From an optimization exercise on the open Yosys and OpenROAD flow, aimed at small area, a short achievable clock period and few clock cycles; shortcuts taken in it are not production practice.
The RTL was checked by simulation tests, not by an equivalence proof against the original design.

==> 12-18: inputs <==
// radix_converter
module radix_converter (
    input  wire       clk,
    input  wire       rst,         
    input  wire       in_we,
    input  wire [5:0] in_addr,
    input  wire [7:0] in_wdata,
    input  wire       start,
    input  wire [6:0] in_len,
    input  wire [8:0] src_base,
    input  wire [8:0] dst_base,
    output reg        busy,
    output reg        done,
    output reg        err,
    output reg  [7:0] errcode,
    output reg  [6:0] out_len,
    input  wire [5:0] out_addr,
    output wire [7:0] out_rdata
);
    localparam P  = 4;             
    localparam LP = 2;             
    localparam R4 = 2;             
    localparam [7:0] ERR_BASE     = 8'h02;
    localparam [7:0] ERR_DIGIT    = 8'h03;
    localparam [7:0] ERR_CAPACITY = 8'h07;
    reg [7:0] in_mem [0:63];       
    reg [7:0] mem    [0:63];       
    always @(posedge clk) begin
        if (in_we)
            in_mem[in_addr] <= in_wdata;
    end
    reg [8:0] a;                   
    reg [8:0] b;                   
    reg [5:0] olm1;                
    reg       pk;                  
    reg [3:0] aw;                  
    reg [3:0] bw;                  
    function [3:0] msb_pos;        
        input [8:0] v;
        integer i;
        begin
            msb_pos = 4'd0;
            for (i = 1; i < 9; i = i + 1)
                if (v[i]) msb_pos = i[3:0];
        end
    endfunction
    wire [3:0]  ea  = msb_pos(src_base);
    wire [3:0]  eb  = msb_pos(dst_base);
    wire [11:0] sa  = {src_base, 3'b000} >> ea;   
    wire [11:0] sb  = {dst_base, 3'b000} >> eb;
    wire [8:0]  low_mask = (ea > 4'd3) ? ((9'd1 << (ea - 4'd3)) - 9'd1) : 9'd0;
    wire        sticky   = ((src_base & low_mask) != 9'd0);
    wire [3:0]  mas = {1'b0, sa[2:0]} + {3'b0, sticky};
    wire [3:0]  tab = (mas == 4'd0) ? 4'd0 : (mas == 4'd8) ? 4'd8 : mas + 4'd1;
    wire [6:0]  la8 = {ea[2:0], 3'b000} + {3'b0, tab} + (ea[3] ? 7'd64 : 7'd0);
    wire [6:0]  lb8 = {eb[2:0], sb[2:0]} + (eb[3] ? 7'd64 : 7'd0);
    wire        a_p2 = ((src_base & (src_base - 9'd1)) == 9'd0);
    wire        b_p2 = ((dst_base & (dst_base - 9'd1)) == 9'd0);
    reg [9:0] e_num;               
    reg [6:0] e_den;
    reg [5:0] e_q;
    reg [1:0] e_cnt;
    wire      e_rdy = (e_cnt == 2'd0);
  ...
clock: 40.0 ns
lec_check: 0
cap_margin: 20
core_margin: 2
core_utilization: 55
cts_buf_list: sky130_fd_sc_hd__clkbuf_8
cts_cluster_size: 24
slew_margin: 20
standard.sh (not shown) runs the stock make flow with config.mk's settings and CLKGATE_MAP_FILE= SYNTH_SCRIPT=/design/flow/synth_recipe.tcl, a recipe that flattens the netlist after the stock synthesis.
==> flow/flow/run.sh <==
#!/bin/bash
set -euo pipefail
bash standard.sh SETUP_SLACK_MARGIN=20 finish > flow_standard.log 2>&1
==> 10-10: changes against 12-18 <==
--- a/flow/design.v
+++ b/flow/design.v
@@ -13,17 +13,17 @@
     output reg        err,
     output reg  [7:0] errcode,
     output reg  [6:0] out_len,
     input  wire [5:0] out_addr,
     output wire [7:0] out_rdata
 );
     localparam P  = 4;             
     localparam LP = 2;             
-    localparam R4 = 2;             
+    localparam R4 = 0;             
     localparam [7:0] ERR_BASE     = 8'h02;
     localparam [7:0] ERR_DIGIT    = 8'h03;
     localparam [7:0] ERR_CAPACITY = 8'h07;
     reg [7:0] in_mem [0:63];       
     reg [7:0] mem    [0:63];       
     always @(posedge clk) begin
         if (in_we)
             in_mem[in_addr] <= in_wdata;
==> flow/flow/run.sh (replaced) <==
#!/bin/bash
set -euo pipefail
bash standard.sh SETUP_SLACK_MARGIN=21 "BUFFER_PORTS_ARGS=-buffer_cell sky130_fd_sc_hd__buf_4" finish > flow_standard.log 2>&1
==> flow/config.mk (replaced) <==
export PLATFORM = sky130hd
export DESIGN_NAME = radix_converter
export DESIGN_NICKNAME = radix_converter
export VERILOG_FILES = /design/flow/design.v
export SDC_FILE = /design/flow/constraint.sdc
export NUM_CORES = 4
export LEC_CHECK = 0
export ABC_AREA = 1
export CAP_MARGIN = 10
export CORE_MARGIN = 2
export CORE_UTILIZATION = 60
export CTS_CLUSTER_DIAMETER = 100
export CTS_CLUSTER_SIZE = 16
export SLEW_MARGIN = 10
==> 09-25: changes against 12-18 <==
--- a/flow/design.v
+++ b/flow/design.v
@@ -13,17 +13,17 @@
     output reg        err,
     output reg  [7:0] errcode,
     output reg  [6:0] out_len,
     input  wire [5:0] out_addr,
     output wire [7:0] out_rdata
 );
     localparam P  = 4;             
     localparam LP = 2;             
-    localparam R4 = 2;             
+    localparam R4 = 0;             
     localparam [7:0] ERR_BASE     = 8'h02;
     localparam [7:0] ERR_DIGIT    = 8'h03;
     localparam [7:0] ERR_CAPACITY = 8'h07;
     reg [7:0] in_mem [0:63];       
     reg [7:0] mem    [0:63];       
     always @(posedge clk) begin
         if (in_we)
             in_mem[in_addr] <= in_wdata;
==> flow/flow/run.sh (replaced) <==
#!/bin/bash
set -euo pipefail
bash standard.sh SETUP_SLACK_MARGIN=21 "BUFFER_PORTS_ARGS=-buffer_cell sky130_fd_sc_hd__buf_4" finish > flow_standard.log 2>&1
==> flow/config.mk (replaced) <==
export PLATFORM = sky130hd
export DESIGN_NAME = radix_converter
export DESIGN_NICKNAME = radix_converter
export VERILOG_FILES = /design/flow/design.v
export SDC_FILE = /design/flow/constraint.sdc
export NUM_CORES = 4
export LEC_CHECK = 0
export ABC_AREA = 1
export CAP_MARGIN = 10
export CORE_MARGIN = 2
export CORE_UTILIZATION = 40
export GPL_TIMING_DRIVEN = 1
export SLEW_MARGIN = 10
==> comparison table <==
quantity	09-25	10-10	12-18
Detailed Place HPWL	157000 um	159000 um	167000 um
Die H	460 um	377 um	397 um
Number of instances in the placed design	11700	10700	9379
Most frequent standard cell in the layout excluding fill and tap cells	sky130_fd_sc_hd__nand2_1	sky130_fd_sc_hd__nand2_1	sky130_fd_sc_hd__edfxtp_1
Worst R2R Setup Slack	21.96 ns	22.07 ns	20.85 ns
Floorplan core area	207000 um2	138000 um2	154000 um2
Run status	no timing/DRC/antenna violations	no timing/DRC/antenna violations	no timing/DRC/antenna violations
Number of cells on the critical path	18	19	13
Routability cong.	0.865	0.939	0.926
Instance area after placement	86500 um2	85200 um2	88200 um2
CTS H-tree lvls	4	3	4
Flip-flop and latch share of the layout cell area	38.7%	40.3%	39.1%
Slew at the pin closest to its max-slew limit	1.15 ns	1.13 ns	1.02 ns
Hold slack	0.326 ns	0.323 ns	0.322 ns
Area of the die	212000 um2	142000 um2	158000 um2
Met3 capacity usage during global routing	2.95%	4.43%	5.67%
RR Endpoint	tx[2][5]	tx[0][7]	tx[2][6]
Cell area after layout	95300 um2	91600 um2	94400 um2
FF+latch area	36900 um2	36900 um2	36900 um2
Reg-to-reg critical path startpoint	a[5]	a[5]	a[3]
Netlist Area Pre-Place	83300 um2	83300 um2	85100 um2
Number of gates resized after CTS	183	156	83
ANT cells	4	1	7
Area share of fa/ha/maj cells after synthesis	15.4%	15.4%	16.7%
Via count	65900	65800	59800
Starting DRT DRC Count	5512	6340	4880
Testbench counts of 12-18, summed over its fixed seeds: cycles 37,272.
Testbench counts of 10-10, summed over its fixed seeds: cycles 37,272.
Testbench counts of 09-25, summed over its fixed seeds: cycles 37,272.

-- static timing again, ports no longer ideal --
The results above use ideal ports. As a check the final layouts listed here were re-extracted and re-timed, cells and wires unchanged.
Step 1 (the two cells are an assumption about what drives the block):
set clk [get_ports {clk}]
set_driving_cell -lib_cell sky130_fd_sc_hd__clkbuf_16 $clk
set_driving_cell -lib_cell sky130_fd_sc_hd__buf_2 [delete_from_list [all_inputs] $clk]
Step 2 also shifts input and output timing later by t, the mid clock arrival at the registers, as if the neighbouring blocks saw the same clock.
Three values: no drivers, after step 1, after step 2; two values: the first two.
| run | t, ns | setup slack, ns | worst hold slack (ns) | latest minus earliest clock arrival (ns) | worst slew at a driven data input, ns |
|---|---|---|---|---|---|
| 12-18 | 1.026 | 19.986 / 19.964 / 19.964 | 0.322 / 0.322 / 0.322 | 0.144 / 0.143 | 0.19 |
| 10-10 | 0.790 | 21.079 / 21.055 / 21.055 | 0.323 / 0.323 / 0.323 | 0.068 / 0.069 | 0.18 |
| 09-25 | 0.860 | 21.005 / 20.968 / 20.968 | 0.326 / 0.326 / 0.326 | 0.076 / 0.076 | 0.19 |
After both steps setup and hold are still met in every run listed. The setup slack of 09-25, which loses most, moves by -0.037 ns with the drivers and by -0.037 ns with both steps.
